Source: an optimization exercise on an open RTL-to-GDS flow (aim: a short achievable clock period and few clock cycles). Production flows keep margins and buffers that such runs may drop. Only simulation tests tie the RTL to the original design; equivalence was not proved. Power figures rest on the tool's default switching activity, not on a simulated workload.

## run 1
// sm_engine
module sm_engine #(
    parameter DEPTH = 16                  
) (
    input  wire         clk,
    input  wire         rst,              
    input  wire         start,            
    input  wire [30:0]  proglen,          
    output wire         pm_req,
    output wire [30:0]  pm_addr,
    input  wire         pm_valid,
    input  wire [127:0] pm_rdata,
    output wire [2:0]   phase,
    output wire         halted,
    output wire         aborted,
    output wire         sovf,
    output wire         sunf,
    output wire [3:0]   fcode,
    output wire [30:0]  fline,
    output wire [31:0]  finfo,
    output wire [30:0]  pc,
    output wire [31:0]  top,
    input  wire [3:0]   dbg_xidx,
    output wire [31:0]  dbg_xdata,
    input  wire [7:0]   dbg_sidx,
    output wire [31:0]  dbg_sdata,
    output reg          diag_valid,
    output reg  [2:0]   diag_kind,
    output reg  [31:0]  diag_idx,
    output reg  [31:0]  diag_data
);
export LEC_CHECK = 0
export CAP_MARGIN = 20
export CELL_PAD_IN_SITES_DETAIL_PLACEMENT = 2
export CELL_PAD_IN_SITES_GLOBAL_PLACEMENT = 3
export CORE_MARGIN = 2
export CORE_UTILIZATION = 25
export PLACE_DENSITY = 0.35
export SLEW_MARGIN = 20
export TNS_END_PERCENT = 30
create_clock -name core_clock -period 15.0 [get_ports {clk}]
standard.sh (not shown) runs the stock make flow with config.mk's settings and CLKGATE_MAP_FILE= SYNTH_SCRIPT=/design/flow/synth_recipe.tcl, a recipe that flattens the netlist after the stock synthesis.
==> flow/flow/run.sh <==
#!/bin/bash
# The standard layout (standard synthesis, floorplan, placement, CTS,
# routing) with these changes to how it is made:
#  - repair aims at a tighter setup margin than the 5 ns the flow settings allow
#  - cells may be resized across footprints (the platform allows only
#    same-footprint swaps), so port buffers and weak gates can be upsized
#  - ports are buffered with buf_4 rather than the default choice
#  - global routing holds back more met1/met2 capacity (flow/fastroute.tcl)
# Clock period and constraints are unchanged.
set -euo pipefail
bash standard.sh SETUP_SLACK_MARGIN=7 MATCH_CELL_FOOTPRINT=0 \
    "BUFFER_PORTS_ARGS=-buffer_cell sky130_fd_sc_hd__buf_4" \
    FASTROUTE_TCL="$PWD/flow/fastroute.tcl" finish > standard_flow.log 2>&1
==> flow/flow/fastroute.tcl <==
# Global routing layers as the platform sets them, with more capacity held back on
# met1 and met2 so that global routing leaves room for pin access and the
# detailed router converges sooner.
set_global_routing_layer_adjustment met1 0.6
set_global_routing_layer_adjustment met2 0.45
set_global_routing_layer_adjustment met3-$::env(MAX_ROUTING_LAYER) 0.2

set_routing_layers -clock $::env(MIN_CLK_ROUTING_LAYER)-$::env(MAX_ROUTING_LAYER)
set_routing_layers -signal $::env(MIN_ROUTING_LAYER)-$::env(MAX_ROUTING_LAYER)
Testbench counts of run 1, summed over its fixed seeds: cycles 45,312.
Relative to run 1, the following input files were edited for run 2:
diff --git a/flow/flow/fastroute.tcl b/flow/flow/fastroute.tcl
--- a/flow/flow/fastroute.tcl
+++ b/flow/flow/fastroute.tcl
@@ -3,4 +3,4 @@
 # detailed router converges sooner.
-set_global_routing_layer_adjustment met1 0.6
-set_global_routing_layer_adjustment met2 0.45
+set_global_routing_layer_adjustment met1 0.5
+set_global_routing_layer_adjustment met2 0.35
 set_global_routing_layer_adjustment met3-$::env(MAX_ROUTING_LAYER) 0.2
diff --git a/flow/config.mk b/flow/config.mk
--- a/flow/config.mk
+++ b/flow/config.mk
@@ -8,7 +8,7 @@
 export CAP_MARGIN = 20
-export CELL_PAD_IN_SITES_DETAIL_PLACEMENT = 2
-export CELL_PAD_IN_SITES_GLOBAL_PLACEMENT = 3
+export CELL_PAD_IN_SITES_DETAIL_PLACEMENT = 1
+export CELL_PAD_IN_SITES_GLOBAL_PLACEMENT = 2
 export CORE_MARGIN = 2
-export CORE_UTILIZATION = 25
-export PLACE_DENSITY = 0.35
+export CORE_UTILIZATION = 35
+export PLACE_DENSITY = 0.45
 export SLEW_MARGIN = 20
==> comparison <==
- In the flow results for run 2 and run 1, the worst setup slack is smaller on run 1.
- Combinational logic power (run 2 vs. run 1) decreases by a little under 10%
- Run 1 has a higher portion of total power attributed to combinational logic than run 2.
- Changes observed in run 2 relative to run 1: met2 global-route usage saw an increase; non-clock buffer share of cell area has decreased; total of clock buffers placed in the layout fell 6.4%.
- Looking at mean number of vias per cell, run 2 sits about 11% higher than run 1 does.
- From run 1 to run 2 the numbers moved as follows: clock buffer and inverter area fraction after layout has decreased; end-of-flow core utilization has increased.
- [run 2 vs run 1] global-route usage: higher in run 2
What run 3 does differently from run 2 at the input level:
diff --git a/flow/flow/run.sh b/flow/flow/run.sh
--- a/flow/flow/run.sh
+++ b/flow/flow/run.sh
@@ -10,3 +10,3 @@
 set -euo pipefail
-bash standard.sh SETUP_SLACK_MARGIN=7 MATCH_CELL_FOOTPRINT=0 \
+bash standard.sh SETUP_SLACK_MARGIN=8 MATCH_CELL_FOOTPRINT=0 \
     "BUFFER_PORTS_ARGS=-buffer_cell sky130_fd_sc_hd__buf_4" \
diff --git a/flow/config.mk b/flow/config.mk
--- a/flow/config.mk
+++ b/flow/config.mk
@@ -11,5 +11,5 @@
 export CORE_MARGIN = 2
-export CORE_UTILIZATION = 35
-export PLACE_DENSITY = 0.45
+export CORE_UTILIZATION = 30
+export PLACE_DENSITY = 0.4
 export SLEW_MARGIN = 20
-export TNS_END_PERCENT = 30
+export TNS_END_PERCENT = 100
## What came out
STATUS run=run 3 STAGES=ALL_DONE FINAL_CHECKS=FAILED CAUSE=max-slew violations. Number of fill cells in the layout delta for run 3 relative to run 2: about 13% higher. As of run 3, average vias per placed instance had fallen by a few percent compared to run 2. Clock latency on the worst-skew pair: run 2 and run 3 compared, higher one is run 3. Higher maximum number of pins on one net before global-route repair goes to run 2 over run 3.
### run 3 -> run 4
diff --git a/flow/flow/run.sh b/flow/flow/run.sh
--- a/flow/flow/run.sh
+++ b/flow/flow/run.sh
@@ -10,3 +10,3 @@
 set -euo pipefail
-bash standard.sh SETUP_SLACK_MARGIN=8 MATCH_CELL_FOOTPRINT=0 \
+bash standard.sh SETUP_SLACK_MARGIN=7 MATCH_CELL_FOOTPRINT=0 \
     "BUFFER_PORTS_ARGS=-buffer_cell sky130_fd_sc_hd__buf_4" \
diff --git a/flow/config.mk b/flow/config.mk
--- a/flow/config.mk
+++ b/flow/config.mk
@@ -14,2 +14,2 @@
 export SLEW_MARGIN = 20
-export TNS_END_PERCENT = 100
+export TNS_END_PERCENT = 30
Findings:
- Final hold slack: run 4 vs run 3, no meaningful difference
- [compare] base=run 3 new=run 4: clock skew has decreased, post-route minimum period lost 0.11 ns, sequential fraction of total cell area has increased.
- On share of the cycle needed by the critical path after routing, the higher figure sits with run 3, not run 4.
- The flow did not stop early for run 4: all stages ran, and the layout cleared the timing, DRC and antenna checks.

[re-timing with driven ports]
No port has a modelled driver above. Below, the same layouts with a new extraction and two added sets of constraints. Step 1 sets driving cells, clkbuf_16 on the clock port and buf_2 on the other inputs (assumed; they add their load-dependent delay and slew). Step 2 also shifts input and output timing later by t, the mid clock arrival at the registers, as if the neighbouring blocks saw the same clock. Slacks: ideal / step 1 / step 2; pairs: ideal / step 1.
run	shift t [ns]	setup WS [ns]	worst slew at a driven data input, ns
run 1	1.105	6.122 / 5.934 / 5.770	0.26
run 2	1.052	6.177 / 6.102 / 5.785	0.35
run 3	1.079	6.420 / 6.186 / 6.011	0.38
run 4	1.073	6.530 / 6.210 / 5.845	0.36
For run 4, which loses most, drivers alone change the setup slack by -0.320 ns; drivers and shift together by -0.685 ns.
